Background: an optimization exercise with open tools, aiming at small area. Do not read the settings as production practice.
Only simulation tests tie the RTL to the original design; equivalence was not proved.
The clock port is modelled as an ideal driver; clocking choices that lean on that would not hold on a real chip.

Setup of alpha:
Design catc, start of the top module:
module catc #(
    parameter [31:0] TIMEOUT_CYCLES = 32'd3000
) (
    input  wire        clk,
    input  wire        rst,
    input  wire        cmd_valid,
    input  wire [39:0] cmd_word,
    output wire        cmd_ready,
    output wire        done,
    output wire [3:0]  result,
    input  wire [3:0]  sts_addr,
    output reg  [31:0] sts_rdata,
    output wire        open_req,
    output wire [31:0] open_speed,
    input  wire        open_done,
    input  wire        open_ok,
    output wire        close_req,
    output wire        tx_start,
    output wire [39:0] tx_data,
    input  wire        tx_done,
    input  wire [2:0]  tx_count,
    input  wire        rx_valid,
    input  wire [7:0]  rx_data
);
    localparam [2:0] S_DISC   = 3'd0,
                     S_OPEN   = 3'd1,
                     S_CONN   = 3'd2,
                     S_SEND   = 3'd3,
                     S_AWAIT  = 3'd4,
                     S_IDLE   = 3'd5,
                     S_UNRESP = 3'd6;
    localparam [1:0] K_NONE = 2'd0,
                     K_FM   = 2'd1,
                     K_RX   = 2'd2,
                     K_TX   = 2'd3;
    localparam [3:0] R_OK          = 4'd0,
                     R_DEV_UNAVAIL = 4'd1,
                     R_SHORT_WRITE = 4'd2,
                     R_NO_REPLY    = 4'd3,
                     R_SHORT_READ  = 4'd4,
                     R_UNK_MODE    = 4'd5,
                     R_NOT_AVAIL   = 4'd6,
                     R_NOT_CONN    = 4'd7,
                     R_ALREADY     = 4'd8,
                     R_ILLEGAL     = 4'd9,
                     R_NONE        = 4'd15;
    localparam [11:0] TMR_SEED = 12'hFFF;
    localparam [11:0] TMR_LAST = 12'h8BD;   
    function [8:0] mode_code_by_name(input [31:0] w);
        case (w)
            32'h4C534200: mode_code_by_name = {1'b1, 8'h00};   
            32'h55534200: mode_code_by_name = {1'b1, 8'h01};   
            32'h43570000: mode_code_by_name = {1'b1, 8'h02};   
  ...
Size: about 180 I/O pins, ~17000 µm² of cells after synthesis.
export LEC_CHECK = 0
export ABC_AREA = 1
export CAP_MARGIN = 20
export CORE_MARGIN = 2
export CORE_UTILIZATION = 40
export SLEW_MARGIN = 20
create_clock -name core_clock -period 30.0 [get_ports {clk}]
standard.sh (not shown) runs the stock make flow with config.mk's settings and CLKGATE_MAP_FILE= SYNTH_SCRIPT=/design/flow/synth_recipe.tcl, a recipe that flattens the netlist after the stock synthesis.
==> flow/flow/run.sh <==
#!/bin/bash
# Own layout flow: the standard synthesis; then the combinational logic is
# mapped again by ABC with an area-oriented script (registers and full adder
# cells are left as the standard synthesis made them, after choosing each full
# adder's polarity to need fewer inverters); then the standard ORFS flow from
# floorplan to finish, with the port buffers made of the smallest buffer and a
# clock tree of the smallest buffers that keep flip-flop clock pins fast.
set -euo pipefail
WORK=$(pwd)
FLOWDIR=$WORK/flow
R=$WORK/orfs/results/${FLOW_PLATFORM}/catc/base
LIB=$FLOW_HOME/platforms/${FLOW_PLATFORM}/lib/sky130_fd_sc_hd__tt_025C_1v80.lib
YOSYS=$FLOW_HOME/../tools/install/yosys/bin/yosys
[ -x "$YOSYS" ] || YOSYS=yosys

# 1. standard synthesis
bash standard.sh synth > $WORK/log_1_standard_synth.log 2>&1

# 2. full adder polarity, then remap the combinational logic
cp $R/1_2_yosys.v $WORK/standard_1_2_yosys.v
python3 $FLOWDIR/fapol.py $WORK/standard_1_2_yosys.v $WORK/fapol_1_2_yosys.v > $WORK/log_2_fapol.log 2>&1
python3 $FLOWDIR/libmap.py $LIB $WORK/fapol_1_2_yosys.v $WORK/remap_cells.v 'fa_1' > $WORK/log_3_libmap.log 2>&1
cat > $WORK/remap.abc <<EOT
strash
&get -n
&deepsyn -T 90
&dch -f
&nf -R 1000
&put
EOT
cat > $WORK/remap.ys <<EOT
read_liberty -lib -ignore_miss_dir -setattr blackbox $LIB
read_verilog $WORK/fapol_1_2_yosys.v
hierarchy -top $FLOW_TOP
techmap -map $WORK/remap_cells.v
techmap
opt_expr
opt_clean
abc -script $WORK/remap.abc -liberty $LIB -dont_use *lpflow* -dont_use *probe* -dont_use *fill* -D 30000
setundef -zero
splitnets
opt_clean -purge
hilomap -singleton -hicell sky130_fd_sc_hd__conb_1 HI -locell sky130_fd_sc_hd__conb_1 LO
insbuf -buf sky130_fd_sc_hd__buf_4 A X
opt_clean -purge
check -assert
stat -liberty $LIB
write_verilog -noattr -noexpr -nohex -nodec $WORK/remapped_1_2_yosys.v
EOT
$YOSYS -l $WORK/log_4_remap_yosys.log -q $WORK/remap.ys > /dev/null 2>&1
cp $WORK/remapped_1_2_yosys.v $R/1_2_yosys.v
touch $R/1_2_yosys.v

# 3. the standard flow from the remapped netlist, to the clock tree; the port
#    buffers are the smallest buffer. The clock tree is built without dummy
#    loads of the smallest clock buffer that keeps every flip-flop clock pin's
#    slew (estimated after placement) at 118 ps or less: clkbuf_4, then clkbuf_8,
#    then the default buffers.
export BUFFER_PORTS_ARGS="-buffer_cell sky130_fd_sc_hd__buf_1"
CTS_BASE="-sink_clustering_enable -repair_clock_nets -dont_use_dummy_load"
n=0
for bufs in "-buf_list sky130_fd_sc_hd__clkbuf_4" "-buf_list sky130_fd_sc_hd__clkbuf_8" ""; do
  n=$((n+1))
  export CTS_ARGS="$CTS_BASE $bufs"
  rm -f $R/4_1_cts.odb $R/4_cts.odb $R/4_cts.sdc
  bash standard.sh cts > $WORK/log_5_standard_cts_$n.log 2>&1
  [ -z "$bufs" ] && break
  CTS_ODB=$R/4_cts.odb CTS_SDC=$R/4_cts.sdc openroad -no_init -exit $FLOWDIR/clkslew.tcl > $WORK/log_6_clkslew_$n.log 2>&1 || true
  slew=$(sed -n 's/^CLKSLEW //p' $WORK/log_6_clkslew_$n.log | tail -1)
  if [ -n "$slew" ] && python3 -c "import sys; sys.exit(0 if float('$slew') <= 0.118 else 1)"; then
    break
  fi
  echo "clock slew '$slew' with '$bufs': trying the next buffers" >> $WORK/log_6_clkslew_$n.log
done

# 4. the rest of the standard flow
bash standard.sh finish > $WORK/log_8_standard_finish.log 2>&1
Other scripts of this flow, unchanged in this note and not shown: flow/flow/clkslew.tcl, flow/flow/fapol.py, flow/flow/libmap.py
Input-level comparison between beta and alpha:
-- flow/flow/run.sh --
<<< alpha, line 6
# floorplan to finish, with the port buffers made of the smallest buffer and a
# clock tree of the smallest buffers that keep flip-flop clock pins fast.
set -euo pipefail
>>> beta, line 6
# floorplan to finish, with the port buffers made of the smallest buffer and a
# clock tree of small buffers (a tree of the default buffers if the small one
# leaves a flip-flop clock pin slow).
set -euo pipefail
<<< alpha, line 54
# 3. the standard flow from the remapped netlist, to the clock tree; the port
#    buffers are the smallest buffer. The clock tree is built without dummy
#    loads of the smallest clock buffer that keeps every flip-flop clock pin's
#    slew (estimated after placement) at 118 ps or less: clkbuf_4, then clkbuf_8,
#    then the default buffers.
export BUFFER_PORTS_ARGS="-buffer_cell sky130_fd_sc_hd__buf_1"
CTS_BASE="-sink_clustering_enable -repair_clock_nets -dont_use_dummy_load"
n=0
for bufs in "-buf_list sky130_fd_sc_hd__clkbuf_4" "-buf_list sky130_fd_sc_hd__clkbuf_8" ""; do
  n=$((n+1))
  export CTS_ARGS="$CTS_BASE $bufs"
  rm -f $R/4_1_cts.odb $R/4_cts.odb $R/4_cts.sdc
  bash standard.sh cts > $WORK/log_5_standard_cts_$n.log 2>&1
  [ -z "$bufs" ] && break
  CTS_ODB=$R/4_cts.odb CTS_SDC=$R/4_cts.sdc openroad -no_init -exit $FLOWDIR/clkslew.tcl > $WORK/log_6_clkslew_$n.log 2>&1 || true
  slew=$(sed -n 's/^CLKSLEW //p' $WORK/log_6_clkslew_$n.log | tail -1)
  if [ -n "$slew" ] && python3 -c "import sys; sys.exit(0 if float('$slew') <= 0.118 else 1)"; then
    break
  fi
  echo "clock slew '$slew' with '$bufs': trying the next buffers" >> $WORK/log_6_clkslew_$n.log
done

>>> beta, line 55
# 3. the standard flow from the remapped netlist, to the clock tree; the port
#    buffers are the smallest buffer, the clock tree is built of clkbuf_4 cells
#    without dummy loads
export BUFFER_PORTS_ARGS="-buffer_cell sky130_fd_sc_hd__buf_1"
export CTS_ARGS="-sink_clustering_enable -repair_clock_nets -dont_use_dummy_load -buf_list sky130_fd_sc_hd__clkbuf_4"
bash standard.sh cts > $WORK/log_5_standard_cts.log 2>&1
CTS_ODB=$R/4_cts.odb CTS_SDC=$R/4_cts.sdc openroad -no_init -exit $FLOWDIR/clkslew.tcl > $WORK/log_6_clkslew.log 2>&1 || true
slew=$(sed -n 's/^CLKSLEW //p' $WORK/log_6_clkslew.log | tail -1)
if [ -z "$slew" ] || python3 -c "import sys; sys.exit(0 if float('$slew') > 0.100 else 1)"; then
  # clock pins too slow (or not measured): build the tree of the default buffers again
  echo "clock slew '$slew': redoing the clock tree with the default buffers" >> $WORK/log_6_clkslew.log
  rm -f $R/4_1_cts.odb $R/4_cts.odb $R/4_cts.sdc
  export CTS_ARGS="-sink_clustering_enable -repair_clock_nets -dont_use_dummy_load"
  bash standard.sh cts > $WORK/log_7_standard_cts_again.log 2>&1
fi

==> results.txt <==
~same total vias in the final route in alpha and beta. Sequential share of layout area: beta lower than alpha. [compare] base=alpha new=beta: hold slack up 0.0052 ns. Row multi-input combinational area share: beta lower / alpha higher. On beta: worst setup slack is 0.0078 ns lower than what alpha gave. Slowest library cell on the worst path: o21ai_0 -> alpha, a21oi_1 -> beta. Sort alpha and beta by final instance area, descending, and beta comes first. Taking alpha as the reference, in beta time the worst path needs with I/O delays and setup higher, final wirelength neither gained nor lost much, wire length on met3 rose 150 µm.

port drivers added, routing unchanged:
No port has a modelled driver above. Below, the same layouts with a new extraction and two added sets of constraints. Step 1, drivers: a clkbuf_16 drives clk and a buf_2 each remaining input, both assumed. Step 2 times the ports against the registers' clock, not the clock port: input delays grow and output delays shrink by t, the midpoint of the rising clock arrivals with the driver on. Slacks: no drivers / after step 1 / after step 2; pairs: no drivers / after step 1.
| run | shift t [ns] | setup WS [ns] | pins driven straight from the clock port |
|---|---|---|---|
| alpha | 0.506 | 2.808 / 2.819 / 2.313 | 1 |
| beta | 0.470 | 2.800 / 2.812 / 2.342 | 1 |
After both steps setup and hold are still met in every run listed. The setup slack of alpha, which loses most, moves by +0.011 ns with the drivers and by -0.495 ns with both steps.
